This design comes from an exercise in tuning for small area on the open sky130 flow, not from production work.
RTL that was checked went through simulation tests only; none was proved equivalent to the original.
The RTL of runs 1 and 3 was laid out without a check of its function.
No activity file was given, so power comes from the tool's default toggle rates.

`flow/design.v`:
```
module hacodec (
    input  wire       clk,
    input  wire       rst,
    input  wire       in_valid,
    output wire       in_ready,
    input  wire [7:0] in_data,
    input  wire       in_last,
    output wire       out_valid,
    input  wire       out_ready,
    output reg  [7:0] out_data,
    output wire       out_last
);
    function bcd_ok;
        input [7:0] b;
        bcd_ok = !(b[7] && (b[6] || b[5])) && !(b[3] && (b[2] || b[1]));
    endfunction
    function [11:0] div10;
        input [3:0] c;
        input [7:0] x;
        reg   [4:0] t;
        reg   [3:0] rr;
        reg   [7:0] qq;
        integer     b;
        begin
            rr = c;
            for (b = 7; b >= 0; b = b - 1) begin
                t = {rr, x[b]};
                if (t >= 5'd10) begin
                    qq[b] = 1'b1;
                    rr    = t - 5'd10;
                end else begin
                    qq[b] = 1'b0;
                    rr    = t[3:0];
                end
            end
            div10 = {rr, qq};
        end
    endfunction
    function [11:0] mul10;
        input [3:0] c;
        input [7:0] x;
        mul10 = {1'b0, x, 3'b000} + {3'b000, x, 1'b0} + {8'd0, c};
    endfunction
    reg  [7:0] r [0:19];
    reg  [3:0] pk;                     
    reg        pb;                     
    reg        fb;                     
    wire       inB = pb ^ fb;          
    wire [7:0] cur = r[19];
    wire [7:0] nxt = r[18];
    wire [7:0] nn  = r[17];
    wire [7:0] oth = r[9];             
    reg  [3:0] flen;
    reg        fatal;
    reg  [2:0] err;
    reg        tx;                     
    reg  [2:0] pc;                     
    reg  [3:0] i;                      
    reg  [5:0] op;                     
    reg  [7:0] rem;                    
    reg        ovf;                    
    reg        e_op;                   
    reg        e_ill;                  
    reg  [3:0] c;                      
    reg  [3:0] nfl;                    
    localparam [5:0] C_BCDDEC = 6'o00, C_BCDENC = 6'o01, C_ADRENC = 6'o10,
                     C_ADRDEC = 6'o11, C_CMDENC = 6'o20, C_CMDDEC = 6'o21,
                     C_FBUILD = 6'o30, C_FLOAD  = 6'o31, C_FPARSE = 6'o32,
                     C_FREAD  = 6'o33, C_FCLR   = 6'o34, C_TSENC  = 6'o40,
                     C_TSDEC  = 6'o41, C_V16ENC = 6'o42, C_V16DEC = 6'o43,
                     C_TSPUT  = 6'o44, C_TSGET  = 6'o45, C_V16PUT = 6'o46,
                     C_V16GET = 6'o47, C_STATUS = 6'o70, C_BAD    = 6'o77;
    reg  [5:0] in_code;
    reg  [7:0] in_rem;
    always @(*) begin
        in_code = {in_data[6:4], in_data[2:0]};
        in_rem  = 8'd0;
        case (in_data)
            8'h32, 8'h33, 8'h34, 8'h45, 8'h47, 8'hF0: in_rem = 8'd0;
            8'h00, 8'h01, 8'h11, 8'h21, 8'h31:        in_rem = 8'd1;
            8'h10, 8'h42, 8'h43, 8'h30:               in_rem = 8'd2;
            8'h20, 8'h46:                             in_rem = 8'd3;
            8'h40, 8'h41:                             in_rem = 8'd6;
            8'h44:                                    in_rem = 8'd7;
            default:                                  in_code = C_BAD;
        endcase
    end
    wire is_fload  = (op == C_FLOAD);
    wire is_fbuild = (op == C_FBUILD);
    wire is_ts4    = (op[5:3] == 3'o4);
    wire is_put    = is_ts4 && op[2] && !op[0];           
    wire is_get    = is_ts4 && op[2] &&  op[0];           
    wire is_enc    = (op == C_BCDENC) || (is_ts4 && !op[0]);   
    wire is_dec    = (op == C_BCDDEC) || (is_ts4 &&  op[0]);   
    wire is_ts     = is_ts4 && !op[1];                    
    reg  [3:0] s;
    always @(*) begin
        s = i - 4'd1;
        if ((is_fload && i >= 4'd2) || (is_fbuild && i >= 4'd3)) s = i - 4'd2;
        if (is_ts4) begin
            if (!op[2] && i <= 4'd2)             s = {3'b100, ~i[0]};       
            if ( op[2] && (i == 4'd2 || i == 4'd3)) s = {3'b100, i[0]};     
            if (op == C_TSDEC && i >= 4'd3)      s = i;
        end
    end
    wire lenb  = (is_fload && i == 4'd1) || (is_fbuild && i == 4'd2);
    wire store = (i != 4'd0) && !lenb && (s <= 4'd9);
    wire rx = !tx && (pc == 3'd0);
    assign in_ready = rx && (!store || (inB && pk == s));
    wire   acc      = in_valid && in_ready;
    wire pass  = pc[2] || (pc[1]);           
    wire p1    = (pc == 3'd2);
    wire [1:0] pn = pc[1:0] - 2'd2;           
    wire atB8  = inB && (pk == 4'd8);
    wire atB9  = inB && (pk == 4'd9);
    wire atB7  = inB && (pk == 4'd7);      
    wire vop   = is_ts4 && !is_get;           
    wire ck_ok   = bcd_ok(cur);
    wire ck_gt99 = cur > 8'd99;
    wire ck_big  = {cur, nxt} > 16'd9999;
    reg  chk_op, chk_ill;
    always @(*) begin
        chk_op  = 1'b0;
        chk_ill = 1'b0;
        if (inB) begin
            case (op)
                C_BCDDEC: chk_op = (pk == 4'd0) && !ck_ok;
                C_BCDENC: chk_op = (pk == 4'd0) && ck_gt99;
                C_ADRENC: chk_op = (pk <= 4'd1) && (cur > 8'd15);
                C_CMDENC: begin
                    chk_ill = (pk <= 4'd1) && (cur > 8'd1);
                    chk_op  = (pk == 4'd2) && (cur > 8'd63);
                end
                C_TSENC:  chk_op = ((pk >= 4'd2 && pk <= 4'd5) && ck_gt99);
                C_TSPUT:  chk_op = ((pk >= 4'd3 && pk <= 4'd6) && ck_gt99);
                C_TSDEC:  chk_op = (pk >= 4'd8 || (pk >= 4'd3 && pk <= 4'd6)) && !ck_ok;
                C_V16DEC: chk_op = (pk >= 4'd8) && !ck_ok;
                default: ;
            endcase
            if (vop && !op[0] && pk == 4'd8 && ck_big) chk_op = 1'b1;
        end else begin
            if (op == C_TSGET  && pk >= 4'd1 && pk <= 4'd6 && !ck_ok) chk_op = 1'b1;
            if (op == C_V16GET && pk >= 4'd1 && pk <= 4'd2 && !ck_ok) chk_op = 1'b1;
        end
    end
    wire [3:0] rb     = is_put ? 4'd1 : 4'd0;              
    wire       e8slot = (op == C_BCDENC) ? (pk == 4'd0) :
                        (op == C_TSENC)  ? (pk >= 4'd2 && pk <= 4'd5) :
                        (op == C_TSPUT)  ? (pk >= 4'd3 && pk <= 4'd6) : 1'b0;
    wire       d8slot = (op == C_BCDDEC) ? (pk == 4'd0) :
                        (is_ts && is_dec) ? (pk >= 4'd3 && pk <= 4'd6) : 1'b0;
    wire [7:0] dsrc   = is_get ? oth : cur;
    wire       dgslot = is_get ? (!inB && pk == {3'd0, pn[1]} + 4'd1)
                               : (atB8 && !pn[1]) || (atB9 && pn[1]);
    wire [3:0] dgt    = pn[0] ? cur[3:0] : cur[7:4];
    wire [3:0]  dv_c  = (atB8 || e8slot) ? 4'd0 : c;
    wire [11:0] dv    = div10(dv_c, cur);
    wire [11:0] ml    = d8slot ? mul10(dsrc[3:0], {4'd0, dsrc[7:4]})
                               : mul10(c, p1 ? 8'd0 : cur);
    reg        wx;                        
    reg  [7:0] xd;
    reg  [3:0] cn;
    reg        cw;
    always @(*) begin
        wx = 1'b0;
        xd = dv[7:0];
        cn = dv[11:8];
        cw = 1'b0;
        if (inB && is_enc) begin
            if (vop && (pk >= 4'd8)) begin
                wx = 1'b1;
                cw = 1'b1;
            end
            if (vop && (pk == rb || pk == rb + 4'd1)) begin
                wx = 1'b1;
                xd = {c, cur[7:4]};
                cn = cur[3:0];
                cw = 1'b1;
            end
            if (p1 && e8slot) begin
                wx = 1'b1;
                xd = {dv[3:0], dv[11:8]};
            end
        end
        if (is_dec) begin
            if (vop || is_get) begin
                if (dgslot) begin
                    cn = dgt;
                    cw = 1'b1;
                end
                if (inB && pk <= 4'd1) begin
                    wx = 1'b1;
                    xd = ml[7:0];
                    cn = ml[11:8];
                    cw = 1'b1;
                end
            end
            if (p1 && inB && d8slot) begin
                wx = 1'b1;
                xd = ml[7:0];
            end
        end
    end
    wire isF0  = (op == C_STATUS);
    wire known = (op != C_BAD);
    wire lenok = (rem == 8'd0) && !ovf;
    wire big   = (nfl >= 4'd11);              
    reg  [2:0] opst;
    always @(*) begin
        opst = 3'd0;
        case (op)
            C_BCDDEC, C_TSDEC, C_V16DEC:                 if (e_op) opst = 3'd3;
            C_BCDENC, C_TSENC, C_V16ENC, C_TSPUT, C_V16PUT: if (e_op) opst = 3'd5;
            C_ADRENC, C_CMDENC:                          if (e_op) opst = 3'd1;
            C_FBUILD:                                    if (big) opst = 3'd2;
            C_FLOAD:                                     if (big || nfl == 4'd0) opst = 3'd4;
            C_FPARSE: if (flen == 4'd0) opst = 3'd4;
            C_TSGET:  if (flen < 4'd7) opst = 3'd4;
                      else if (e_op) opst = 3'd3;
            C_V16GET: if (flen < 4'd3) opst = 3'd4;
                      else if (e_op) opst = 3'd3;
            default: ;
        endcase
    end
    wire halted = fatal && !isF0;
    wire [2:0] status = halted ? 3'd7 :
                        (!known || !lenok || e_ill) ? 3'd6 : opst;
    wire res_ok = (status == 3'd0) || (status == 3'd3);
    wire [3:0] j = i;
    localparam [2:0] X_ID = 3'd0, X_NIBH = 3'd1, X_NIBL = 3'd2, X_B7 = 3'd3,
                     X_B6 = 3'd4, X_L6 = 3'd5, X_ADR = 3'd6, X_CMD = 3'd7;
    reg  [3:0] nres;                   
    reg  [3:0] tk;                     
    reg        tf;                     
    reg        tc;                     
    reg  [2:0] xf;
    reg  [7:0] cv;
    always @(*) begin
        nres = 4'd1;
        tk   = j - 4'd1;
        tf   = 1'b0;
        tc   = 1'b0;
        xf   = X_ID;
        cv   = 8'h0A;
        case (op)
            C_BCDDEC, C_BCDENC: nres = 4'd2;
            C_ADRENC: begin nres = 4'd2; xf = X_ADR; end
            C_ADRDEC: begin nres = 4'd3; tk = 4'd0; xf = (j == 4'd1) ? X_NIBH : X_NIBL; end
            C_CMDENC: begin nres = 4'd2; xf = X_CMD; end
            C_CMDDEC: begin nres = 4'd4; tk = 4'd0;
                      xf = (j == 4'd1) ? X_B7 : (j == 4'd2) ? X_B6 : X_L6; end
            C_FPARSE, C_FREAD: begin
                nres = flen + 4'd2;
                tf   = 1'b1;
                tk   = j - 4'd2;
                if (op == C_FPARSE && j == 4'd1) tk = 4'd0;
                if (op == C_FREAD && j == 4'd1) begin tc = 1'b1; cv = {4'd0, flen}; end
                if (op == C_FPARSE && j == 4'd2) begin tc = 1'b1; cv = {4'd0, flen - 4'd1}; end
            end
            C_TSENC, C_V16ENC: nres = op[1] ? 4'd3 : 4'd7;
            C_TSDEC, C_V16DEC, C_TSGET, C_V16GET: begin
                nres = op[1] ? 4'd3 : 4'd7;
                tk   = (j == 4'd1) ? 4'd1 : (j == 4'd2) ? 4'd0 : j;
            end
            C_STATUS: begin
                nres = 4'd3;
                tc   = 1'b1;
                if (j == 4'd1) cv = {fatal, 4'd0, err};
            end
            default: ;
        endcase
        if (j == 4'd0) begin
            tc = 1'b1;
            cv = {5'd0, status};
        end
    end
    always @(*) begin
        if (tc) out_data = cv;
        else case (xf)
            X_NIBH:  out_data = {4'd0, cur[7:4]};
            X_NIBL:  out_data = {4'd0, cur[3:0]};
            X_B7:    out_data = {7'd0, cur[7]};
            X_B6:    out_data = {7'd0, cur[6]};
            X_L6:    out_data = {2'd0, cur[5:0]};
            X_ADR:   out_data = {cur[3:0], nxt[3:0]};
            X_CMD:   out_data = {cur[0], nxt[0], nn[5:0]};
            default: out_data = cur;
        endcase
    end
    wire [3:0] n = res_ok ? nres : 4'd1;
    assign out_last  = (j == n - 4'd1);
    assign out_valid = tx && (tc || ((inB != tf) && pk == tk));
    wire   sent      = out_valid && out_ready;
    wire wr = acc && store;
    integer q;
    always @(posedge clk) begin
        r[0] <= wr ? in_data : (pass && wx) ? xd : r[19];
        for (q = 1; q < 20; q = q + 1) r[q] <= r[q - 1];
    end
    always @(posedge clk) begin
        if (pass && cw) c <= cn;
        if (pass && p1) begin
            if (chk_op)  e_op  <= 1'b1;
            if (chk_ill) e_ill <= 1'b1;
        end
    end
    always @(posedge clk) begin
        if (rst) begin
            pk     <= 4'd0;
            pb     <= 1'b0;
            fb     <= 1'b0;
            flen   <= 4'd0;
            fatal  <= 1'b0;
            err    <= 3'd0;
            tx     <= 1'b0;
            pc     <= 3'd0;
            i      <= 4'd0;
        end else begin
            if (pk == 4'd9) begin
                pk <= 4'd0;
                pb <= ~pb;
            end else begin
                pk <= pk + 4'd1;
            end
            if (rx) begin
                if (acc) begin
                    if (i != 4'd15) i <= i + 4'd1;
                    if (i == 4'd0) begin
                        op    <= in_code;
                        rem   <= in_rem;
                        ovf   <= 1'b0;
                        e_op  <= 1'b0;
                        e_ill <= 1'b0;
                    end else begin
                        if (lenb) rem <= in_data;
                        else if (rem == 8'd0) ovf <= 1'b1;
                        else rem <= rem - 8'd1;
                    end
                    if (in_last) begin
                        pc  <= 3'd1;
                        nfl <= i - 4'd1;        
                    end
                end
            end else if (pc != 3'd0) begin
                if (atB7) begin
                    if (pc == 3'd5) begin
                        pc <= 3'd0;
                        tx <= 1'b1;
                        i  <= 4'd0;
                    end else begin
                        pc <= pc + 3'd1;
                    end
                end
            end else if (sent) begin
                if (out_last) begin
                    tx <= 1'b0;
                    i  <= 4'd0;
                    if (!isF0 && !halted) begin
                        err <= status;
                        if (status == 3'd1) fatal <= 1'b1;
                    end
                    if (status == 3'd0) begin
                        case (op)
                            C_FBUILD, C_FLOAD, C_TSPUT, C_V16PUT: begin
                                fb   <= ~fb;
                                flen <= (op == C_TSPUT) ? 4'd7 :
                                        (op == C_V16PUT) ? 4'd3 :
                                        (op == C_FBUILD) ? nfl : nfl;
                            end
                            C_FCLR: flen <= 4'd0;
                            default: ;
                        endcase
                    end
                end else begin
                    i <= i + 4'd1;
                end
            end
        end
    end
endmodule
```
`flow/run.sh`:
```
#!/bin/bash
# synth_recipe.tcl (not shown) runs the flow's synth.tcl, then flattens the netlist and writes it again
# the make line also repeats each setting of config.mk as NAME=value (left out here)
make -C /OpenROAD-flow-scripts/flow DESIGN_CONFIG=/design/flow/config.mk WORK_HOME=/design/flow/orfs CLKGATE_MAP_FILE= SYNTH_SCRIPT=/design/flow/synth_recipe.tcl finish
```
`flow/config.mk`:
```
export PLATFORM = sky130hd
export DESIGN_NAME = hacodec
export DESIGN_NICKNAME = hacodec
export VERILOG_FILES = /design/flow/design.v
export SDC_FILE = /design/flow/constraint.sdc
export NUM_CORES = 4
export LEC_CHECK = 0
export ABC_AREA = 1
export CAP_MARGIN = 20
export CORE_MARGIN = 2
export CORE_UTILIZATION = 40
export SLEW_MARGIN = 20
```
`flow/constraint.sdc`:
```
create_clock -name core_clock -period 12.0 [get_ports {clk}]
set_input_delay 2.4000 -clock core_clock [delete_from_list [all_inputs] [get_ports {clk}]]
set_output_delay 2.4000 -clock core_clock [all_outputs]
set_load 0.01 [all_outputs]
```
==> results of run 1 <==
state kept, by name, summed over array words and instances, names as in the netlist, 3 cells and up:
| name | flops |
|---|---|
| pc | 3 |
| flen | 4 |
| c | 4 |
| op | 6 |
| i | 4 |
| pk | 4 |
| nfl | 4 |
| err | 3 |
| rem | 8 |
| r | 160 |
worst max-delay path: cells and delay by family, from the launching register on:
kind | cells | cell delay, ps
flip-flops | 1 | 510
adder cells (fa/ha/maj) | 9 | 1800
AND/OR/NAND/NOR | 38 | 3680
AO/OA/AOI/OAI | 4 | 680
buffers and inverters | 14 | 960
Yosys cell counts, types with 9 or more instances:
library cell	count	area share
sky130_fd_sc_hd__inv_2	11	0.0044
sky130_fd_sc_hd__o21ai_0	82	0.043
sky130_fd_sc_hd__xor2_1	15	0.014
sky130_fd_sc_hd__nor2_1	126	0.050
sky130_fd_sc_hd__a31oi_1	11	0.0073
sky130_fd_sc_hd__inv_1	161	0.064
sky130_fd_sc_hd__nand3_1	56	0.030
sky130_fd_sc_hd__nand2_1	182	0.072
sky130_fd_sc_hd__o22ai_1	9	0.0060
sky130_fd_sc_hd__ha_1	49	0.065
sky130_fd_sc_hd__dfxtp_1	182	0.39
sky130_fd_sc_hd__nand4_1	10	0.0066
sky130_fd_sc_hd__edfxtp_1	23	0.073
sky130_fd_sc_hd__nand2_2	23	0.015
sky130_fd_sc_hd__nand3_2	9	0.0095
sky130_fd_sc_hd__clkbuf_1	13	0.0052
sky130_fd_sc_hd__nor3_1	34	0.018
sky130_fd_sc_hd__o211ai_1	9	0.0071
sky130_fd_sc_hd__a21oi_1	57	0.030
final timing paths:
path | startpoint | end | slack (ps) | cells after the start
max reg2reg | pk[0] | c[2] | 4120 | 65
min reg2reg | r[2][5] | r[3][5] | 300 | 0
min | r[2][5] | r[3][5] | 300 | 0
max | pk[0] | c[2] | 4120 | 65
area by class of cell:
type                       count  share of cell area
timing repair buffer          24              0.0222
clock buffer                  27              0.0560
inverter                     177              0.0622
clock inverter                 7             0.00817
tap                          319              0.0372
sequential                   205               0.404
multi-input combinational    772               0.410
cells by family after synthesis:
kind of cell,after synthesis,share of synthesized area
simple gates,475,0.231
compound gates,221,0.139
xor+xnor,22,0.0212
mux,1,0.00106
fa+ha+maj,53,0.0733
buf+inv,193,0.0771
flops,205,0.458
stage by stage:
step	util	setup WS [ps]	total power [uW]	hold slack, ps
after floorplan	-	5090	2150	310
after global placement	0.430	4560	2530	310
after detailed placement	0.430	4260	2550	312
after CTS	0.460	4190	3220	310
after global routing	0.460	3350	3480	323
final	0.460	4120	3210	305
where the power goes:
part           switching, uW  total [uW]  leakage (uW)  internal [uW]
Clock                    272         650      0.000336            377
Sequential              95.9        1020       0.00169            920
Combinational            999        1550       0.00264            549
metal layers:
layer  vias to the layer above  GRT usage  share of wire
li1                       3956          -              -
met1                      3653      0.284           0.47
met2                       235      0.306           0.43
met3                        31     0.0364          0.078
met4                         0     0.0429          0.016
met5                         -          0              0
==> summary.txt, run 1 <==
Outcome
The run finished with no timing, DRC or antenna violations.

STA
The sum of negative setup slack is 0 ps. The worst slew slack as a fraction of its limit is 0.376. The minimum period implied by the final worst setup slack is 7880 ps.

The maximum clock rate is 127 MHz. The number of pins exceeding their max-slew limit in the final report is 0. In the finished design, the share of the clock period the worst path needs comes to 0.657. The count of endpoints failing hold in the final timing report is 0.

Setup violations remaining at the end of the flow were counted as 0. Setup repair after global routing left no endpoint under its margin. The worst-margin pin slew is 927 ps. The setup skew after layout is 22.4 ps.

Die
The height of the die is 158 um. The die outline area is 0.0249 mm2. The number of I/O pins is 24. The initial core utilization is 0.405. The number of rows created at floorplan is 56. The floorplan step defined a core boundary enclosing 0.0233 mm2.

The die outline width is 158 um.

Detailed routing
After detailed routing, the number of remaining DRC violations is 0. The length of the first detailed-routing pass in iterations is 6. For this block, the via count after detailed routing is 7875. After detailed routing, the total wire length is 24000 um. The final routed wire length divided by cell count is 15.7 um.

The detailed router finished its first iteration with 649 violations. The per-cell via count in the routed design is 5.14. The count of antenna-violating nets left after detailed routing is 0.

Synthesis
The fraction of registers with async set/reset is 0. In the synthesized netlist, the number of instances is 1170. The post-synthesis area per instance is 8.09 um2.

The number of enable-type register cells in the synthesized netlist is 23. The sequential element share of the synthesized area is 0.458. The post-synthesis cell area is 0.00946 mm2.

In this run, distinct cell masters in the synthesized netlist total 56. When the netlist entered floorplanning its net count stood at 1236. The post-synthesis register bit count is 205. During synthesis, Yosys emitted a total of 4 warnings.

In the synthesized netlist the dominant register cell turns out to be sky130_fd_sc_hd__dfxtp_1.

Cells and area
The number of diodes is 0. The top cell types in the final layout, fill and taps aside, are sky130_fd_sc_hd__nand2_1, sky130_fd_sc_hd__dfxtp_1, sky130_fd_sc_hd__inv_1, sky130_fd_sc_hd__nor2_1, sky130_fd_sc_hd__o21ai_0. The multi-input logic area is 0.00440 mm2. The final non-filler cell total is 1531.

Summing all flip-flop and latch instances after layout gives 0.00433 mm2. The relative area change from synthesis to final layout is 13.3%. Counting the fill cells in the layout gives 2303. Of the cells placed in the final design, the portion with a size suffix greater than 1 is 0.0776. With fillers left out, the area of the finished cells amounts to 0.0107 mm2. The net count reported at finish is 1268.

Setup path
STA classifies the critical path endpoint as a register. The startpoint type of the worst setup path is a register. The highest net fanout along the worst path is 8. On the worst path, the slowest cell contributes a delay of 510 ps.

At the worst endpoint, the required time is 12270 ps. The worst setup path is of the register to register kind. Among all stages on the critical path, the largest delay is contributed by sky130_fd_sc_hd__dfxtp_1. The most common cell type on the critical path is sky130_fd_sc_hd__nand2_2.

The arrival time at the worst endpoint is 8160 ps.

Clocking
The quantity of gates resized following cts is 0. In this run the number of H-tree levels came out at 1. In this run, CTS created clock tree buffers numbering 22.

The count of hold buffers inserted by post-cts repair is 0. The clock latency on the worst-skew pair is 520 ps. The longest clock path from root to sink contains 3 buffers. Clock tree synthesis found a total of 205 sinks. In this run the post-CTS setup repair buffer count came out at 0. After clock tree synthesis, the clock-pin slew on the worst setup and hold paths is 70 ps. The CTS tree is yes.

The clock root buffer master is sky130_fd_sc_hd__clkbuf_16.

Placement
The congestion estimate from routability-driven global placement came to 0.996. In this run, placement finished with an instance count of 1497. In this run the tool buffered the top-level ports with 23 buffer cells. The half-perimeter wire length after placement is 18400 um. The cell area reported after detailed placement is 0.0100 mm2.

Global routing
The first global-routing pass estimated 38500 um of wire. Summed over all layers, the global routing overflow is 0. The number of global-route vias before repair is 7274. The pin count of the biggest net entering global routing is 20. The total routing usage reported by global routing is 0.197. The number of antenna violations at the first check in global routing is 0.

Pwr
The leakage power is 0.00466 uW. IR analysis of the VDD net gives a maximum drop of 0.222 mV. Dividing total power by cell area gives a power density of 300 mW/mm2.

Run
The max-cap violation count is 0.

Hold path
The class of the worst hold path is register to register.
==> run 2: changes to the inputs <==
--- a/flow/design.v
+++ b/flow/design.v
@@ -62,7 +62,6 @@
     reg        e_op;                   
     reg        e_ill;                  
     reg  [3:0] c;                      
-    reg  [3:0] nfl;                    
     localparam [5:0] C_BCDDEC = 6'o00, C_BCDENC = 6'o01, C_ADRENC = 6'o10,
                      C_ADRDEC = 6'o11, C_CMDENC = 6'o20, C_CMDDEC = 6'o21,
                      C_FBUILD = 6'o30, C_FLOAD  = 6'o31, C_FPARSE = 6'o32,
@@ -71,18 +70,23 @@
                      C_TSPUT  = 6'o44, C_TSGET  = 6'o45, C_V16PUT = 6'o46,
                      C_V16GET = 6'o47, C_STATUS = 6'o70, C_BAD    = 6'o77;
     reg  [5:0] in_code;
-    reg  [7:0] in_rem;
     always @(*) begin
         in_code = {in_data[6:4], in_data[2:0]};
-        in_rem  = 8'd0;
         case (in_data)
-            8'h32, 8'h33, 8'h34, 8'h45, 8'h47, 8'hF0: in_rem = 8'd0;
-            8'h00, 8'h01, 8'h11, 8'h21, 8'h31:        in_rem = 8'd1;
-            8'h10, 8'h42, 8'h43, 8'h30:               in_rem = 8'd2;
-            8'h20, 8'h46:                             in_rem = 8'd3;
-            8'h40, 8'h41:                             in_rem = 8'd6;
-            8'h44:                                    in_rem = 8'd7;
-            default:                                  in_code = C_BAD;
+            8'h00, 8'h01, 8'h10, 8'h11, 8'h20, 8'h21, 8'h30, 8'h31, 8'h32, 8'h33,
+            8'h34, 8'h40, 8'h41, 8'h42, 8'h43, 8'h44, 8'h45, 8'h46, 8'h47, 8'hF0: ;
+            default: in_code = C_BAD;
+        endcase
+    end
+    reg  [3:0] explen;
+    always @(*) begin
+        case (op)
+            C_BCDDEC, C_BCDENC, C_ADRDEC, C_CMDDEC: explen = 4'd2;
+            C_ADRENC, C_V16ENC, C_V16DEC:           explen = 4'd3;
+            C_CMDENC, C_V16PUT:                     explen = 4'd4;
+            C_TSENC, C_TSDEC:                       explen = 4'd7;
+            C_TSPUT:                                explen = 4'd8;
+            default:                                explen = 4'd1;
         endcase
     end
     wire is_fload  = (op == C_FLOAD);
@@ -93,10 +97,11 @@
     wire is_enc    = (op == C_BCDENC) || (is_ts4 && !op[0]);   
     wire is_dec    = (op == C_BCDDEC) || (is_ts4 &&  op[0]);   
     wire is_ts     = is_ts4 && !op[1];                    
+    wire pay = (is_fload && i >= 4'd2) || (is_fbuild && i >= 4'd3);    
     reg  [3:0] s;
     always @(*) begin
         s = i - 4'd1;
-        if ((is_fload && i >= 4'd2) || (is_fbuild && i >= 4'd3)) s = i - 4'd2;
+        if (pay) s = i - 4'd2;
         if (is_ts4) begin
             if (!op[2] && i <= 4'd2)             s = {3'b100, ~i[0]};       
             if ( op[2] && (i == 4'd2 || i == 4'd3)) s = {3'b100, i[0]};     
@@ -139,6 +144,7 @@
             endcase
             if (vop && !op[0] && pk == 4'd8 && ck_big) chk_op = 1'b1;
         end else begin
+            if ((is_fbuild || is_fload) && (i >= 4'd13 || i == 4'd2)) chk_op = 1'b1;
             if (op == C_TSGET  && pk >= 4'd1 && pk <= 4'd6 && !ck_ok) chk_op = 1'b1;
             if (op == C_V16GET && pk >= 4'd1 && pk <= 4'd2 && !ck_ok) chk_op = 1'b1;
         end
@@ -203,8 +209,8 @@
     end
     wire isF0  = (op == C_STATUS);
     wire known = (op != C_BAD);
-    wire lenok = (rem == 8'd0) && !ovf;
-    wire big   = (nfl >= 4'd11);              
+    wire lenok = (is_fload || is_fbuild) ? (rem == 8'd0) && !ovf && (i >= (is_fbuild ? 4'd3 : 4'd2))
+                                         : (i == explen);
     reg  [2:0] opst;
     always @(*) begin
         opst = 3'd0;
@@ -212,8 +218,8 @@
             C_BCDDEC, C_TSDEC, C_V16DEC:                 if (e_op) opst = 3'd3;
             C_BCDENC, C_TSENC, C_V16ENC, C_TSPUT, C_V16PUT: if (e_op) opst = 3'd5;
             C_ADRENC, C_CMDENC:                          if (e_op) opst = 3'd1;
-            C_FBUILD:                                    if (big) opst = 3'd2;
-            C_FLOAD:                                     if (big || nfl == 4'd0) opst = 3'd4;
+            C_FBUILD:                                    if (e_op) opst = 3'd2;
+            C_FLOAD:                                     if (e_op) opst = 3'd4;
             C_FPARSE: if (flen == 4'd0) opst = 3'd4;
             C_TSGET:  if (flen < 4'd7) opst = 3'd4;
                       else if (e_op) opst = 3'd3;
@@ -224,7 +230,7 @@
     end
     wire halted = fatal && !isF0;
     wire [2:0] status = halted ? 3'd7 :
-                        (!known || !lenok || e_ill) ? 3'd6 : opst;
+                        (!known || e_ill) ? 3'd6 : opst;
     wire res_ok = (status == 3'd0) || (status == 3'd3);
     wire [3:0] j = i;
     localparam [2:0] X_ID = 3'd0, X_NIBH = 3'd1, X_NIBL = 3'd2, X_B7 = 3'd3,
@@ -299,10 +305,6 @@
     end
     always @(posedge clk) begin
         if (pass && cw) c <= cn;
-        if (pass && p1) begin
-            if (chk_op)  e_op  <= 1'b1;
-            if (chk_ill) e_ill <= 1'b1;
-        end
     end
     always @(posedge clk) begin
         if (rst) begin
@@ -327,26 +329,39 @@
                     if (i != 4'd15) i <= i + 4'd1;
                     if (i == 4'd0) begin
                         op    <= in_code;
-                        rem   <= in_rem;
                         ovf   <= 1'b0;
                         e_op  <= 1'b0;
                         e_ill <= 1'b0;
                     end else begin
                         if (lenb) rem <= in_data;
-                        else if (rem == 8'd0) ovf <= 1'b1;
-                        else rem <= rem - 8'd1;
-                    end
-                    if (in_last) begin
-                        pc  <= 3'd1;
-                        nfl <= i - 4'd1;        
+                        else if (pay) begin
+                            if (rem == 8'd0) ovf <= 1'b1;
+                            else rem <= rem - 8'd1;
+                        end
                     end
+                    if (in_last) pc <= 3'd1;
                 end
             end else if (pc != 3'd0) begin
+                if (p1) begin
+                    if (chk_op)  e_op  <= 1'b1;
+                    if (chk_ill || !lenok) e_ill <= 1'b1;
+                end
                 if (atB7) begin
                     if (pc == 3'd5) begin
                         pc <= 3'd0;
                         tx <= 1'b1;
                         i  <= 4'd0;
+                        if (status == 3'd0) begin
+                            case (op)
+                                C_FBUILD, C_FLOAD, C_TSPUT, C_V16PUT: begin
+                                    fb   <= ~fb;
+                                    flen <= (op == C_TSPUT) ? 4'd7 :
+                                            (op == C_V16PUT) ? 4'd3 : i - 4'd2;
+                                end
+                                C_FCLR: flen <= 4'd0;
+                                default: ;
+                            endcase
+                        end
                     end else begin
                         pc <= pc + 3'd1;
                     end
@@ -359,18 +374,6 @@
                         err <= status;
                         if (status == 3'd1) fatal <= 1'b1;
                     end
-                    if (status == 3'd0) begin
-                        case (op)
-                            C_FBUILD, C_FLOAD, C_TSPUT, C_V16PUT: begin
-                                fb   <= ~fb;
-                                flen <= (op == C_TSPUT) ? 4'd7 :
-                                        (op == C_V16PUT) ? 4'd3 :
-                                        (op == C_FBUILD) ? nfl : nfl;
-                            end
-                            C_FCLR: flen <= 4'd0;
-                            default: ;
-                        endcase
-                    end
                 end else begin
                     i <= i + 4'd1;
                 end
==> flow/flow/run.sh (new file) <==
#!/bin/bash
# Own layout flow: the standard flow (standard.sh), except that synthesis maps the
# logic with an area-oriented ABC script (flow/abc.script) and without full-adder
# extraction. Registers and their names are exactly those of the standard synthesis.
set -euo pipefail
W=$(cd "$(dirname "${BASH_SOURCE[0]}")/.." && pwd)
cd "$W"
export FLOW_ABC_SCRIPT="$W/flow/abc.script"
cat flow/abc_proc.tcl synth_recipe.tcl > "$W/area_synth.tcl"
bash standard.sh synth SYNTH_SCRIPT="$W/area_synth.tcl" ADDER_MAP_FILE= > "$W/synth.log" 2>&1
bash standard.sh finish SYNTH_SCRIPT="$W/area_synth.tcl" ADDER_MAP_FILE= > "$W/layout.log" 2>&1
test -f "$W/out/final.def"
==> flow/flow/abc.script (new file) <==
strash
dch -f
amap
strash
dch -f
amap
strash
dch -f
amap
topo
==> flow/flow/abc_proc.tcl (new file) <==
# Area-oriented technology mapping: ORFS's synthesis calls abc with its own script;
# this wrapper swaps in flow/abc.script and leaves every other argument as it is.
proc abc {args} {
  set i [lsearch -exact $args -script]
  if {$i >= 0} {
    set args [lreplace $args $i [expr {$i + 1}] -script $::env(FLOW_ABC_SCRIPT)]
  }
  yosys abc {*}$args
}
==> flow/standard.sh (new file) <==
#!/bin/bash
# synth_recipe.tcl (not shown) runs the flow's synth.tcl, then flattens the netlist and writes it again
# the make line also repeats each setting of config.mk as NAME=value (left out here)
make -C /OpenROAD-flow-scripts/flow DESIGN_CONFIG=/design/flow/config.mk WORK_HOME=/design/flow/orfs CLKGATE_MAP_FILE= SYNTH_SCRIPT=/design/flow/synth_recipe.tcl "${@:-finish}"
--- a/flow/config.mk
+++ b/flow/config.mk
@@ -9,4 +9,6 @@
 export CAP_MARGIN = 20
 export CORE_MARGIN = 2
 export CORE_UTILIZATION = 40
+export CTS_CLUSTER_DIAMETER = 80
+export CTS_CLUSTER_SIZE = 25
 export SLEW_MARGIN = 20
removed: flow/run.sh
==> run 2 against run 1 <==
- fmax down 24%
- highest routed layer unchanged
- utilization about the same
- critical endpoint is now r[0][3]
- largest cell class is now sequential cells
- sequential share of layout area up 5.7 points
- largest power group is now registers
- synthesized cell count down 16%
==> summary.txt, run 2 <==
Outcome
Run status: timing/DRC/antenna clean (unchanged).

Clocking
The maximum buffer depth of the clock tree is 3 (unchanged). The post-CTS setup buffer count is 0 (unchanged). The clock latency on the worst-skew pair is 480 ps (was 520 ps).

The count of hold buffers inserted by post-cts repair is 0 (unchanged). The total clock sinks came to 203 (was 205). The number of CTS-inserted buffers came to 14 (was 22). The H-tree depth is 1 (unchanged). The quantity of gates resized following cts is 0 (unchanged). The CTS tree is yes (unchanged). The clock-pin slew on the worst setup and hold paths came to 90 ps (was 70 ps). The clock root buffer master is sky130_fd_sc_hd__clkbuf_16 (unchanged).

Synthesis
The synthesized instance count came to 980 (was 1170). The count of distinct cell types in the synthesized netlist is 44 (was 56). Most frequent cells after synthesis: sky130_fd_sc_hd__dfxtp_1, sky130_fd_sc_hd__nor2_1, sky130_fd_sc_hd__clkinv_1 (was sky130_fd_sc_hd__dfxtp_1, sky130_fd_sc_hd__nand2_1, sky130_fd_sc_hd__inv_1).

The proportion of netlist area held by the largest area contributor is 0.444 (was 0.385). The library cell occupying the most area in the post-synthesis netlist is sky130_fd_sc_hd__dfxtp_1 (unchanged). Leading post-synthesis cells by cell area: sky130_fd_sc_hd__dfxtp_1, sky130_fd_sc_hd__nor2_1, sky130_fd_sc_hd__edfxtp_1, sky130_fd_sc_hd__clkinv_1, sky130_fd_sc_hd__a21oi_1 (was sky130_fd_sc_hd__dfxtp_1, sky130_fd_sc_hd__edfxtp_1, sky130_fd_sc_hd__nand2_1, sky130_fd_sc_hd__ha_1, sky130_fd_sc_hd__inv_1). The number of enable-type register cells in the synthesized netlist is 21 (was 23). The count of synthesis-stage warnings from yosys is 2 (was 4). The sequential element share of the synthesized area came to 0.520 (was 0.458). The post-synthesis register bit count is 203 (was 205).

The net count after synthesis is 993 (was 1236). The most used flip-flop cell after synthesis is sky130_fd_sc_hd__dfxtp_1 (unchanged). The dominant cell by count in the synthesized netlist is sky130_fd_sc_hd__dfxtp_1. The post-synthesis area per instance is 8.38 um2 (was 8.09 um2). The post-synthesis cell area is 0.00821 mm2 (was 0.00946 mm2). The fraction of registers with async set/reset is 0 (unchanged).

Setup path
The required arrival time at the worst endpoint came to 12370 ps (was 12270 ps). The minimum setup slack among reg-to-reg paths was 1580 ps (was 4120 ps). The cell with the largest stage delay on the worst path is sky130_fd_sc_hd__edfxtp_1 (was sky130_fd_sc_hd__dfxtp_1).

The largest stage delay on the critical path is 470 ps (was 510 ps). The most common cell type on the critical path is sky130_fd_sc_hd__nor2_1 (was sky130_fd_sc_hd__nand2_2). The startpoint-to-endpoint class of the critical path is register to register (unchanged). The sort of element at the end of the critical path is a register (unchanged). The startpoint type of the worst setup path is a register (unchanged). The arrival time at the worst endpoint is 10790 ps (was 8160 ps). The highest net fanout along the worst path is 8 (unchanged).

Global routing
The pin count of the biggest net entering global routing is 26 (was 20). The total routing usage reported by global routing came to 0.220 (was 0.197). The first-pass GRT wire length is 37400 um (was 38500 um). The number of global-route vias before repair is 6695 (was 7274). The leftover overflow at the end of global routing is 0 (unchanged). The number of antenna violations at the first check in global routing is 0 (unchanged).

Detailed routing
The first-iteration detailed-routing DRC count was 766 (was 649). The final routed wire length divided by cell count is 18.2 um (was 15.7 um). The length of the first detailed-routing pass in iterations is 7 (was 6). The remaining design rule violation count came to 0 (unchanged). The per-cell via count in the routed design is 5.71 (was 5.14). The count of antenna-violating nets left after detailed routing is 0 (unchanged).

The via count is 7416 (was 7875). The wire length after detailed routing was 23700 um (was 24000 um).

Die
The height of the die came to 147 um (was 158 um). The number of rows created at floorplan is 52 (was 56). The initial core utilization came to 0.407 (was 0.405). The die outline width was 147 um (was 158 um). The die outline area was 0.0217 mm2 (was 0.0249 mm2). The number of I/O pins is 24 (unchanged). The area of the core is 0.0202 mm2 (was 0.0233 mm2).

STA
The minimum period implied by the final worst setup slack is 10420 ps (was 7880 ps). The maximum clock rate is 96.0 MHz (was 127 MHz). The worst slew slack as a fraction of its limit came to 0.303 (was 0.376). The sum of negative setup slack is 0 ps (unchanged). Unrepaired setup endpoints after global routing: no (unchanged). The number of pins exceeding their max-slew limit in the final report is 0 (unchanged). The worst-margin pin slew is 1040 ps (was 927 ps). The count of endpoints failing hold in the final timing report is 0 (unchanged). The setup skew after layout came to 16.9 ps (was 22.4 ps). The share of the cycle needed by the critical path after routing was 0.868 (was 0.657). The total of endpoints with negative setup slack in the final report was 0 (unchanged).

Cells and area
The post-layout utilization of the core is 0.460 (about the same). The number of inserted filler cells in the final layout is 2036 (was 2303). The net count reported at finish came to 1039 (was 1268). The multi-input logic area is 0.00352 mm2 (was 0.00440 mm2). The area taken by flip-flops and latches is 0.00427 mm2 (was 0.00433 mm2).

Leaving out fill and tap cells, the most frequent cell in the layout is sky130_fd_sc_hd__dfxtp_1. The number of diodes is 0 (unchanged). Top flop regs: r (160), rem (8), op (6) (unchanged).

The relative area change from synthesis to final layout is 12.9% (was 13.3%). The register with the most flip-flops is r (unchanged). The fraction of layout instances using a drive strength above 1 came to 0.0253 (was 0.0776). Commonest cells after routing, fill and taps aside: sky130_fd_sc_hd__dfxtp_1, sky130_fd_sc_hd__nor2_1, sky130_fd_sc_hd__clkinv_1, sky130_fd_sc_hd__nand2_1, sky130_fd_sc_hd__a21oi_1 (was sky130_fd_sc_hd__nand2_1, sky130_fd_sc_hd__dfxtp_1, sky130_fd_sc_hd__inv_1, sky130_fd_sc_hd__nor2_1, sky130_fd_sc_hd__o21ai_0).

The flip-flop count of the largest register after layout was 160 (unchanged).

Pwr
The highest ir drop seen on vdd is 0.305 mV (was 0.222 mV). The leakage power is 0.00322 uW (was 0.00466 uW). The power density over the cells is 274 mW/mm2 (was 300 mW/mm2).

Run
The max-cap violation count was 0 (unchanged).

Hold path
The class of the worst hold path is register to register (unchanged).

Placement
The count of buffers inserted at the top-level ports is 23 (unchanged). The half-perimeter wire length after placement is 17900 um (was 18400 um). The global placer's final weighted congestion is 0.962 (was 0.996).
## run 2: cell types whose count changed after synthesis, sizes merged, moves of 15 or more
cell / delta
nor2: +43
inv: -173
nand2: -121
o22ai: +24
o21ai: -22
ha: -49
nand3: -58
clkinv: +108
xor2: -15
## run 2: worst max-delay path: cells and delay by family, from the launching register on
| family | cells | cell delay (ps) |
|---|---|---|
| buffers and inverters | 8 | 1220 |
| AND/OR/NAND/NOR | 26 | 3770 |
| flip-flops | 1 | 470 |
| AO/OA/AOI/OAI | 20 | 4800 |
## run 2: logic make-up (layout without fill, tap and decap cells)
logic type      Yosys count  after routing  share of synthesized area
simple gates            362            362                      0.189
compound gates          303            303                      0.240
flops                   203            203                      0.520
buf+inv                 112            161                     0.0512
## run 2: final cells by class
| class | instances | share of cell area |
|---|---|---|
| Timing Repair Buffer | 30 | 0.0305 |
| Multi-Input combinational cell | 665 | 0.379 |
| Clock buffer | 14 | 0.0378 |
| Sequential cell | 203 | 0.461 |
| Tap cell | 270 | 0.0364 |
| Inverter | 112 | 0.0453 |
| Clock inverter | 5 | 0.00958 |
## run 2: metal layers
layer,GRT usage,part of all wire,up-vias
li1,-,-,3646
met1,0.325,0.48,3412
met2,0.329,0.42,311
met3,0.0363,0.078,47
met4,0.0659,0.027,0
met5,0,0,-
## run 2: worst paths after layout
kind	from	end	cells past startpoint
max	op[3]	r[0][3]	54
min	r[6][0]	r[7][0]	0
max reg2reg	op[3]	r[0][3]	54
min reg2reg	r[6][0]	r[7][0]	0
## run 2: power by group
group | internal [uW] | switching [uW] | total (uW)
Combinational | 370 | 644 | 1010
Clock | 228 | 245 | 473
Sequential | 924 | 125 | 1050
## run 2: per-stage QoR
stage                     setup slack (ps)  std cells  hold slack (ps)  area, um2  power [uW]
after global routing                  43.9       1299              315       9270        2720
after floorplan                       3460        980              310       8210        1740
after global placement                1730       1280              310       8830        2050
after detailed placement              1390       1280              312       8830        2050
final                                 1580       1299              321       9270        2540
after CTS                             1320       1299              319       9270        2530
==> run 3: changes to the inputs <==
--- a/flow/design.v
+++ b/flow/design.v
@@ -161,8 +161,9 @@
     wire [3:0] dgt    = pn[0] ? cur[3:0] : cur[7:4];
     wire [3:0]  dv_c  = (atB8 || e8slot) ? 4'd0 : c;
     wire [11:0] dv    = div10(dv_c, cur);
-    wire [11:0] ml    = d8slot ? mul10(dsrc[3:0], {4'd0, dsrc[7:4]})
-                               : mul10(c, p1 ? 8'd0 : cur);
+    wire [3:0]  ml_c  = d8slot ? dsrc[3:0] : c;
+    wire [7:0]  ml_x  = d8slot ? {4'd0, dsrc[7:4]} : p1 ? 8'd0 : cur;
+    wire [11:0] ml    = mul10(ml_c, ml_x);
     reg        wx;                        
     reg  [7:0] xd;
     reg  [3:0] cn;
==> flow/flow/run.sh (replaced) <==
#!/bin/bash
# Own layout flow: the standard flow (standard.sh), except that synthesis maps the
# logic with an area-oriented ABC script (flow/abc.script) and without full-adder
# extraction, and the port buffers are the smallest buffer. Registers and their names are exactly those of the standard synthesis.
set -euo pipefail
W=$(cd "$(dirname "${BASH_SOURCE[0]}")/.." && pwd)
cd "$W"
export FLOW_ABC_SCRIPT="$W/flow/abc.script"
cat flow/abc_proc.tcl synth_recipe.tcl > "$W/area_synth.tcl"
bash standard.sh synth SYNTH_SCRIPT="$W/area_synth.tcl" ADDER_MAP_FILE= > "$W/synth.log" 2>&1
bash standard.sh finish SYNTH_SCRIPT="$W/area_synth.tcl" ADDER_MAP_FILE= BUFFER_PORTS_ARGS="-buffer_cell sky130_fd_sc_hd__buf_1" > "$W/layout.log" 2>&1
test -f "$W/out/final.def"
==> flow/flow/abc.script (replaced) <==
strash
dch -f
amap
strash
dch -f
amap
strash
dch -f
amap
strash
dch -f
amap
strash
dch -f
amap
topo
==> run 3 against run 2 <==
- first-iteration DRC count grew 2.2%
- clock-buffer cell count is 2 higher
- worst hold slack gained 2.8 ps
- routed wire length down 3.7%
==> summary.txt, run 3 <==
Outcome
Run status: timing/DRC/antenna clean (unchanged).

STA
Unrepaired setup endpoints after global routing: no (unchanged). The worst slew slack as a fraction of its limit is 0.266 (was 0.303). The share of the cycle needed by the critical path after routing is 0.809 (was 0.868). The final setup slack of the worst path was 2290 ps (was 1580 ps). The total of endpoints with negative setup slack in the final report came to 0 (unchanged). The sum of negative setup slack is 0 ps (unchanged). The count of endpoints failing hold in the final timing report was 0 (unchanged). The maximum clock rate is 103 MHz (was 96.0 MHz).

The minimum period implied by the final worst setup slack is 9710 ps (was 10420 ps). The worst-margin pin slew came to 1090 ps (was 1040 ps). The setup skew after layout is 12.2 ps (was 16.9 ps).

The number of pins exceeding their max-slew limit in the final report is 0 (unchanged).

Synthesis
The proportion of netlist area held by the largest area contributor came to 0.450 (was 0.444). The post-synthesis area per instance came to 8.47 um2 (was 8.38 um2). The synthesized instance count came to 956 (was 980). The post-synthesis cell area was 0.00810 mm2 (was 0.00821 mm2). The net count after synthesis is 969 (was 993).

The sequential element share of the synthesized area is 0.528 (was 0.520). The dominant cell by count in the synthesized netlist is sky130_fd_sc_hd__dfxtp_1 (unchanged). The library cell occupying the most area in the post-synthesis netlist is sky130_fd_sc_hd__dfxtp_1 (unchanged). Most frequent cells after synthesis: sky130_fd_sc_hd__dfxtp_1, sky130_fd_sc_hd__nor2_1, sky130_fd_sc_hd__clkinv_1 (unchanged). The post-synthesis register bit count is 203 (unchanged). The count of synthesis-stage warnings from yosys is 2 (unchanged). The most used flip-flop cell after synthesis is sky130_fd_sc_hd__dfxtp_1 (unchanged). The fraction of registers with async set/reset was 0 (unchanged).

Leading post-synthesis cells by cell area: sky130_fd_sc_hd__dfxtp_1, sky130_fd_sc_hd__nor2_1, sky130_fd_sc_hd__edfxtp_1, sky130_fd_sc_hd__clkinv_1, sky130_fd_sc_hd__o21ai_0 (was sky130_fd_sc_hd__dfxtp_1, sky130_fd_sc_hd__nor2_1, sky130_fd_sc_hd__edfxtp_1, sky130_fd_sc_hd__clkinv_1, sky130_fd_sc_hd__a21oi_1). The count of distinct cell types in the synthesized netlist came to 43 (was 44). The number of enable-type register cells in the synthesized netlist is 21 (unchanged).

Hold path
The startpoint of the worst hold path is r[15][5] (was r[6][0]). The class of the worst hold path is register to register (unchanged).

Clocking
The total clock sinks is 203 (unchanged). The quantity of gates resized following cts is 0 (unchanged). The clock-pin slew on the worst setup and hold paths is 90 ps (about the same).

The CTS tree is yes (unchanged). The post-CTS setup buffer count is 0 (unchanged). The maximum buffer depth of the clock tree was 3 (unchanged). The H-tree depth is 1 (unchanged). The clock latency on the worst-skew pair is 480 ps (about the same). The number of CTS-inserted buffers was 14 (unchanged).

The count of hold buffers inserted by post-cts repair is 0 (unchanged). The clock root buffer master is sky130_fd_sc_hd__clkbuf_16 (unchanged).

Global routing
The number of antenna violations at the first check in global routing is 0 (unchanged). The pin count of the biggest net entering global routing is 27 (was 26). The leftover overflow at the end of global routing came to 0 (unchanged). The total routing usage reported by global routing is 0.209 (was 0.220). The first-pass GRT wire length came to 35800 um (was 37400 um). The number of global-route vias before repair is 6505 (was 6695).

Detailed routing
The remaining design rule violation count was 0 (unchanged). The count of antenna-violating nets left after detailed routing is 0 (unchanged). The via count is 7237 (was 7416). The per-cell via count in the routed design is 5.67 (was 5.71). The length of the first detailed-routing pass in iterations is 6 (was 7).

The first-iteration detailed-routing DRC count was 783 (was 766). The final routed wire length divided by cell count was 17.9 um (was 18.2 um). The wire length after detailed routing came to 22800 um (was 23700 um).

Cells and area
The area taken by flip-flops and latches is 0.00427 mm2 (unchanged). The net count reported at finish is 1015 (was 1039). The most frequent standard cell in the layout excluding fill and tap cells is sky130_fd_sc_hd__dfxtp_1 (unchanged).

Top flop regs: r (160), rem (8), op (6) (unchanged). The fraction of layout instances using a drive strength above 1 is 0.0249 (was 0.0253). The post-layout instance area is 0.00902 mm2 (was 0.00927 mm2). The multi-input logic area is 0.00342 mm2 (was 0.00352 mm2).

The number of inserted filler cells in the final layout is 2013 (was 2036). The flip-flop count of the largest register after layout is 160 (unchanged). The number of diodes is 0 (unchanged). The relative area change from synthesis to final layout is 11.5% (was 12.9%).

The register with the most flip-flops is r (unchanged). Commonest cells after routing, fill and taps aside: sky130_fd_sc_hd__dfxtp_1, sky130_fd_sc_hd__nor2_1, sky130_fd_sc_hd__clkinv_1, sky130_fd_sc_hd__nand2_1, sky130_fd_sc_hd__o21ai_0 (was sky130_fd_sc_hd__dfxtp_1, sky130_fd_sc_hd__nor2_1, sky130_fd_sc_hd__clkinv_1, sky130_fd_sc_hd__nand2_1, sky130_fd_sc_hd__a21oi_1).

Run
The max-cap violation count is 0 (unchanged).

Die
The number of rows created at floorplan was 52 (unchanged). The number of I/O pins is 24 (unchanged). The initial core utilization came to 0.404 (was 0.407). The die outline area is 0.0214 mm2 (was 0.0217 mm2).

The die outline width is 146 um (was 147 um). The area of the core is 0.0200 mm2 (was 0.0202 mm2). The height of the die came to 146 um (was 147 um).

Setup path
The sort of element at the end of the critical path is a register (unchanged). The largest stage delay on the critical path is 540 ps (was 470 ps). The startpoint type of the worst setup path was a register (unchanged). The startpoint-to-endpoint class of the critical path is register to register (unchanged). The launching point of the worst reg2reg path is op[3] (unchanged). The highest net fanout along the worst path came to 5 (was 8). The launching instance or port of the critical path was op[3] (unchanged). The required arrival time at the worst endpoint was 12360 ps (was 12370 ps). The cell with the largest stage delay on the worst path is sky130_fd_sc_hd__or4_1 (was sky130_fd_sc_hd__edfxtp_1). The most common cell type on the critical path is sky130_fd_sc_hd__nor2_1 (unchanged). The arrival time at the worst endpoint was 10060 ps (was 10790 ps).

Placement
The pre-CTS worst setup slack is 2560 ps (was 1390 ps). The half-perimeter wire length after placement is 17300 um (was 17900 um). The global placer's final weighted congestion is 1.01 (was 0.962).

The cell area reported after detailed placement is 0.00857 mm2 (was 0.00883 mm2). The count of buffers inserted at the top-level ports is 23 (unchanged).

Pwr
The power density over the cells is 265 mW/mm2 (was 274 mW/mm2). The leakage power is 0.00312 uW (was 0.00322 uW). The highest ir drop seen on vdd came to 0.485 mV (was 0.305 mV).
## run 3: changes by cell type in the layout (fill, tap and decap cells not counted), sizes merged, moves of 4 or more
cell and change:
clkdlybuf4s50 -23, o21ai +4, o22ai +4, a22oi -5
nand2 -10, a32oi +4, a21oi -11, clkinv -5
o32ai +7, buf +23, a221oi -4
## run 3: stage by stage
step,total power [uW],util,hold slack [ps],cells
2_1_floorplan,1640,-,310,956
3_3_place_gp,1880,0.428,310,1256
3_5_place_dp,1890,0.428,312,1256
4_1_cts,2380,0.450,320,1276
5_1_grt,2560,0.450,332,1276
6_report,2390,0.450,324,1276
## run 3: layer usage
layer / GRT usage / vias to the layer above / routed length, um
li1: - / 3540 / -
met1: 0.306 / 3322 / 10300
met2: 0.312 / 327 / 9810
met3: 0.0481 / 48 / 2170
met4: 0.0553 / 0 / 497
met5: 0 / - / 0
## run 3: worst paths after layout
path / endpoint / slack, ps / depth (start not counted)
worst min register to register: r[16][5] / 320 / 0
worst max register to register: r[0][3] / 2290 / 45
worst max-delay path: r[0][3] / 2290 / 45
worst min-delay path: r[16][5] / 320 / 0
## run 3: worst max-delay path: cells and delay by family (launching register included)
kind	cells	cell delay, ps
AOI/OAI and AO/OA	22	5160
buffers and inverters	4	550
DFF	1	430
and+or+nand+nor	19	3450
## run 3: final cells by class
| cell class | count | share of cell area |
|---|---|---|
| repair buffers | 30 | 0.0154 |
| flip-flops and latches | 203 | 0.474 |
| multi-input cells | 645 | 0.379 |
| clock inverters | 4 | 0.00804 |
| inverters | 108 | 0.0449 |
| clock buffers | 16 | 0.0420 |
| well taps | 270 | 0.0374 |
## run 3: logic make-up after synthesis
logic type,count (synthesis),share of synthesized area
AND/OR/NAND/NOR,351,0.186
AO/OA/AOI/OAI,294,0.236
flip-flops,203,0.528
buffers and inverters,108,0.0501
## run 3: where the power goes
part           internal [uW]  switching, uW
Sequential               902            105
Combinational            313            577
Clock                    270            221
Total                   1490            904
==> run 4: changes to the inputs <==
--- a/flow/design.v
+++ b/flow/design.v
@@ -44,8 +44,7 @@
     reg  [7:0] r [0:19];
     reg  [3:0] pk;                     
     reg        pb;                     
-    reg        fb;                     
-    wire       inB = pb ^ fb;          
+    wire       inB = pb;               
     wire [7:0] cur = r[19];
     wire [7:0] nxt = r[18];
     wire [7:0] nn  = r[17];
@@ -61,7 +60,7 @@
     reg        ovf;                    
     reg        e_op;                   
     reg        e_ill;                  
-    reg  [3:0] c;                      
+    wire [3:0] c = rem[3:0];           
     localparam [5:0] C_BCDDEC = 6'o00, C_BCDENC = 6'o01, C_ADRENC = 6'o10,
                      C_ADRDEC = 6'o11, C_CMDENC = 6'o20, C_CMDDEC = 6'o21,
                      C_FBUILD = 6'o30, C_FLOAD  = 6'o31, C_FPARSE = 6'o32,
@@ -305,13 +304,9 @@
         for (q = 1; q < 20; q = q + 1) r[q] <= r[q - 1];
     end
     always @(posedge clk) begin
-        if (pass && cw) c <= cn;
-    end
-    always @(posedge clk) begin
         if (rst) begin
             pk     <= 4'd0;
             pb     <= 1'b0;
-            fb     <= 1'b0;
             flen   <= 4'd0;
             fatal  <= 1'b0;
             err    <= 3'd0;
@@ -343,9 +338,11 @@
                     if (in_last) pc <= 3'd1;
                 end
             end else if (pc != 3'd0) begin
+                if (pc == 3'd1 && !lenok) e_ill <= 1'b1;
+                if (pass && cw) rem[3:0] <= cn;
                 if (p1) begin
                     if (chk_op)  e_op  <= 1'b1;
-                    if (chk_ill || !lenok) e_ill <= 1'b1;
+                    if (chk_ill) e_ill <= 1'b1;
                 end
                 if (atB7) begin
                     if (pc == 3'd5) begin
@@ -355,7 +352,7 @@
                         if (status == 3'd0) begin
                             case (op)
                                 C_FBUILD, C_FLOAD, C_TSPUT, C_V16PUT: begin
-                                    fb   <= ~fb;
+                                    pb   <= ~pb;
                                     flen <= (op == C_TSPUT) ? 4'd7 :
                                             (op == C_V16PUT) ? 4'd3 : i - 4'd2;
                                 end
==> run 4 against run 3 <==
- cell count is 0.78% lower
- synthesized cell count is 2.1% lower
- via count is 1.2% lower
- non-clock buffer count is 3 higher
- register-to-register slack worse by 700 ps
- sequential share of layout area is 1.7 points lower
- clock-buffer cell count is 1 higher
- worst setup slack worse by 700 ps
- critical path type unchanged
- utilization is 1.6 points higher
- combinational power is 0.4% higher
- highest routed layer unchanged
- routed wire length is 3.6% higher
- critical path depth is 12 higher
==> summary.txt, run 4 <==
Detailed routing
The length of the first detailed-routing pass in iterations is 5 (was 6). The final routed wire length divided by cell count is 18.7 um (was 17.9 um). The wire length after detailed routing came to 23600 um (was 22800 um). The via count is 7148 (was 7237). The per-cell via count in the routed design is 5.65 (was 5.67). The remaining design rule violation count is 0 (unchanged). The count of antenna-violating nets left after detailed routing came to 0 (unchanged). The first-iteration detailed-routing DRC count is 830 (was 783).

Setup path
The largest stage delay on the critical path came to 460 ps (was 540 ps). The sort of element at the end of the critical path is a register (unchanged). The startpoint-to-endpoint class of the critical path is register to register (unchanged). The depth of the most critical reg-to-reg path is 57 (was 45). The cell with the largest stage delay on the worst path is sky130_fd_sc_hd__o21ai_0 (was sky130_fd_sc_hd__or4_1). The startpoint type of the worst setup path is a register (unchanged). The highest net fanout along the worst path is 9 (was 5).

The arrival time at the worst endpoint is 10770 ps (was 10060 ps). The capture point of the worst reg-to-reg path is r[0][2] (was r[0][3]). The launching point of the worst reg2reg path is op[5] (was op[3]). The minimum setup slack among reg-to-reg paths is 1600 ps (was 2290 ps). The required arrival time at the worst endpoint came to 12360 ps (about the same).

The most common cell type on the critical path is sky130_fd_sc_hd__clkinv_1 (was sky130_fd_sc_hd__nor2_1).

Pwr
The leakage power came to 0.00310 uW (was 0.00312 uW). The power density over the cells is 266 mW/mm2 (was 265 mW/mm2). The overall power consumption is 2410 uW (was 2390 uW).

The highest ir drop seen on vdd came to 0.158 mV (was 0.485 mV).

STA
The final-layout worst hold slack is 326 ps (was 324 ps). The sum of negative setup slack came to 0 ps (unchanged). The worst slew slack as a fraction of its limit is 0.325 (was 0.266). Unrepaired setup endpoints after global routing: no (unchanged).

The worst-margin pin slew was 1010 ps (was 1090 ps). The minimum period implied by the final worst setup slack is 10400 ps (was 9710 ps). The maximum clock rate is 96.1 MHz (was 103 MHz). The setup skew after layout is 18.8 ps (was 12.2 ps). The number of pins exceeding their max-slew limit in the final report came to 0 (unchanged).

The share of the cycle needed by the critical path after routing is 0.867 (was 0.809). The count of endpoints failing hold in the final timing report came to 0 (unchanged). The total of endpoints with negative setup slack in the final report was 0 (unchanged).

Cells and area
Top flop regs: r (160), rem (8), op (6) (unchanged). Commonest cells after routing, fill and taps aside: sky130_fd_sc_hd__nor2_1, sky130_fd_sc_hd__dfxtp_1, sky130_fd_sc_hd__clkinv_1, sky130_fd_sc_hd__nand2_1, sky130_fd_sc_hd__a21oi_1 (was sky130_fd_sc_hd__dfxtp_1, sky130_fd_sc_hd__nor2_1, sky130_fd_sc_hd__clkinv_1, sky130_fd_sc_hd__nand2_1, sky130_fd_sc_hd__o21ai_0). The relative area change from synthesis to final layout came to 14.4% (was 11.5%). The net count reported at finish is 1001 (was 1015). The final non-filler cell total was 1266 (was 1276). The number of diodes came to 0 (unchanged). The most frequent standard cell in the layout excluding fill and tap cells is sky130_fd_sc_hd__nor2_1 (was sky130_fd_sc_hd__dfxtp_1). The flip-flop count of the largest register after layout is 160 (unchanged).

The fraction of layout instances using a drive strength above 1 is 0.0430 (was 0.0249). The register with the most flip-flops is r (unchanged).

Global routing
The number of global-route vias before repair came to 6351 (was 6505). The number of antenna violations at the first check in global routing is 0 (unchanged). The leftover overflow at the end of global routing was 0 (unchanged). The met2 layer usage reported by global route came to 0.340 (was 0.312). The global routing's busiest layer is met1 (was met2). The global-route met1 utilization is 0.346 (was 0.306).

The pin count of the biggest net entering global routing is 24 (was 27). The global routing met3 resource utilization is 0.0546 (was 0.0481). The first-pass GRT wire length is 36400 um (was 35800 um).

The total routing usage reported by global routing is 0.233 (was 0.209).

Clocking
The number of CTS-inserted buffers is 17 (was 14). The clock-pin slew on the worst setup and hold paths is 80 ps (was 90 ps). The count of hold buffers inserted by post-cts repair was 0 (unchanged).

The clock latency on the worst-skew pair came to 440 ps (was 480 ps). The CTS tree is yes (unchanged). The post-CTS setup buffer count is 0 (unchanged). The quantity of gates resized following cts is 0 (unchanged). The clock root buffer master is sky130_fd_sc_hd__clkbuf_16 (unchanged).

The H-tree depth is 4 (was 1). The maximum buffer depth of the clock tree is 2 (was 3). The total clock sinks was 198 (was 203).

Synthesis
The post-synthesis register bit count is 198 (was 203). The synthesized instance count is 936 (was 956). The most used flip-flop cell after synthesis is sky130_fd_sc_hd__dfxtp_1 (unchanged). The sequential element share of the synthesized area came to 0.523 (was 0.528).

Most frequent cells after synthesis: sky130_fd_sc_hd__nor2_1, sky130_fd_sc_hd__dfxtp_1, sky130_fd_sc_hd__clkinv_1 (was sky130_fd_sc_hd__dfxtp_1, sky130_fd_sc_hd__nor2_1, sky130_fd_sc_hd__clkinv_1). The count of distinct cell types in the synthesized netlist is 44 (was 43). The post-synthesis area per instance is 8.44 um2 (was 8.47 um2). The count of synthesis-stage warnings from yosys is 2 (unchanged). The library cell occupying the most area in the post-synthesis netlist is sky130_fd_sc_hd__dfxtp_1 (unchanged).

The fraction of registers with async set/reset is 0 (unchanged). The post-synthesis cell area is 0.00790 mm2 (was 0.00810 mm2). Leading post-synthesis cells by cell area: sky130_fd_sc_hd__dfxtp_1, sky130_fd_sc_hd__nor2_1, sky130_fd_sc_hd__edfxtp_1, sky130_fd_sc_hd__clkinv_1, sky130_fd_sc_hd__a21oi_1 (was sky130_fd_sc_hd__dfxtp_1, sky130_fd_sc_hd__nor2_1, sky130_fd_sc_hd__edfxtp_1, sky130_fd_sc_hd__clkinv_1, sky130_fd_sc_hd__o21ai_0). The number of enable-type register cells in the synthesized netlist is 17 (was 21). The dominant cell by count in the synthesized netlist is sky130_fd_sc_hd__nor2_1 (was sky130_fd_sc_hd__dfxtp_1).

The net count after synthesis is 949 (was 969). The proportion of netlist area held by the largest area contributor is 0.458 (was 0.450).

Die
The number of rows created at floorplan was 51 (was 52). The height of the die was 145 um (was 146 um). The die outline area is 0.0209 mm2 (was 0.0214 mm2).

The area of the core is 0.0194 mm2 (was 0.0200 mm2). The initial core utilization is 0.407 (was 0.404). The die outline width is 145 um (was 146 um).

The number of I/O pins is 24 (unchanged).

Hold path
The number of stages on the worst hold path is 0 (unchanged). The class of the worst hold path is register to register (unchanged). The startpoint of the worst hold path is r[15][5] (unchanged). The worst-case hold path end point is r[16][5] (unchanged).

Outcome
Run status: timing/DRC/antenna clean (unchanged).

Placement
The number of placed cells counting well taps is 1234 (was 1256). The count of buffers inserted at the top-level ports is 23 (unchanged). The global placer's final weighted congestion is 1.01 (about the same). The half-perimeter wire length after placement was 18100 um (was 17300 um).

Run
The max-cap violation count is 0 (unchanged).
[run 4: routing by layer]
layer	vias to the layer above	wire length (um)	part of all wire
li1	3524	-	-
met1	3280	11200	0.48
met2	315	10000	0.42
met3	29	2020	0.085
met4	0	352	0.015
met5	-	0	0
[run 4: layout make-up]
class,instances,area (um2)
multi-input combinational,632,3380
tap,265,332
inverter,106,398
timing repair buffer,33,161
sequential,198,4130
fill,1955,10400
clock inverter,15,215
clock buffer,17,425
[run 4: critical path, delay by kind of cell, from the launching register on]
family          cells  cell delay (ps)
compound gates     21             4510
buf+inv            16             2260
flops               1              370
simple gates       20             3200
[run 4: report_power, final]
part | total, uW | internal [uW] | switching, uW
clock | 595 | 293 | 302
combinational | 894 | 324 | 570
sequential | 917 | 836 | 80.7
total | 2410 | 1450 | 953
[run 4: cells by family (layout without fill, tap and decap cells)]
group	after synthesis	count (layout)	share of synthesized area
buffers and inverters	106	171	0.0503
AO/OA/AOI/OAI	293	293	0.246
AND/OR/NAND/NOR	339	339	0.181
flip-flops	198	198	0.523
[run 4: worst max path at each step]
stage,startpoint,to,cells after the start
6_report,op[5],r[0][2],57
5_1_grt,op[5],r[0][1],55
4_1_cts,op[5],r[0][2],57
3_5_place_dp,op[5],r[0][2],57
3_3_place_gp,op[5],rem[2],56
2_1_floorplan,op[5],rem[2],56
[run 4: stage by stage]
step | util | instance area (um2) | worst slack [ps]
floorplan | - | 7900 | 3910
global placement | 0.433 | 8400 | 2140
detailed placement | 0.433 | 8400 | 1970
CTS | 0.466 | 9040 | 1890
global route | 0.466 | 9040 | 386
finish | 0.466 | 9040 | 1600

==> port drivers added, routing unchanged <==
Ports are ideal in the flow. The routed layouts listed here were re-timed in OpenROAD.
Step 1, drivers: a clkbuf_16 drives clk and a buf_2 each remaining input, both assumed.
Step 2 moves the port delays by t, midway between the first and last clock arrival at a register: inputs arrive t later, outputs are due t later. That takes back most of the time a late clock gives input paths.
Three values: no drivers, after step 1, after step 2; two values: the first two.
| run | shift t [ns] | slack for setup (ns) | pins driven straight from the clock port |
|---|---|---|---|
| run 1 | 0.557 | 4.119 / 4.119 / 4.119 | 1 |
| run 2 | 0.526 | 1.581 / 1.581 / 1.581 | 1 |
| run 3 | 0.512 | 2.295 / 2.295 / 2.295 | 1 |
| run 4 | 0.477 | 1.595 / 1.595 / 1.595 | 1 |
After both steps setup and hold are still met in every run listed.
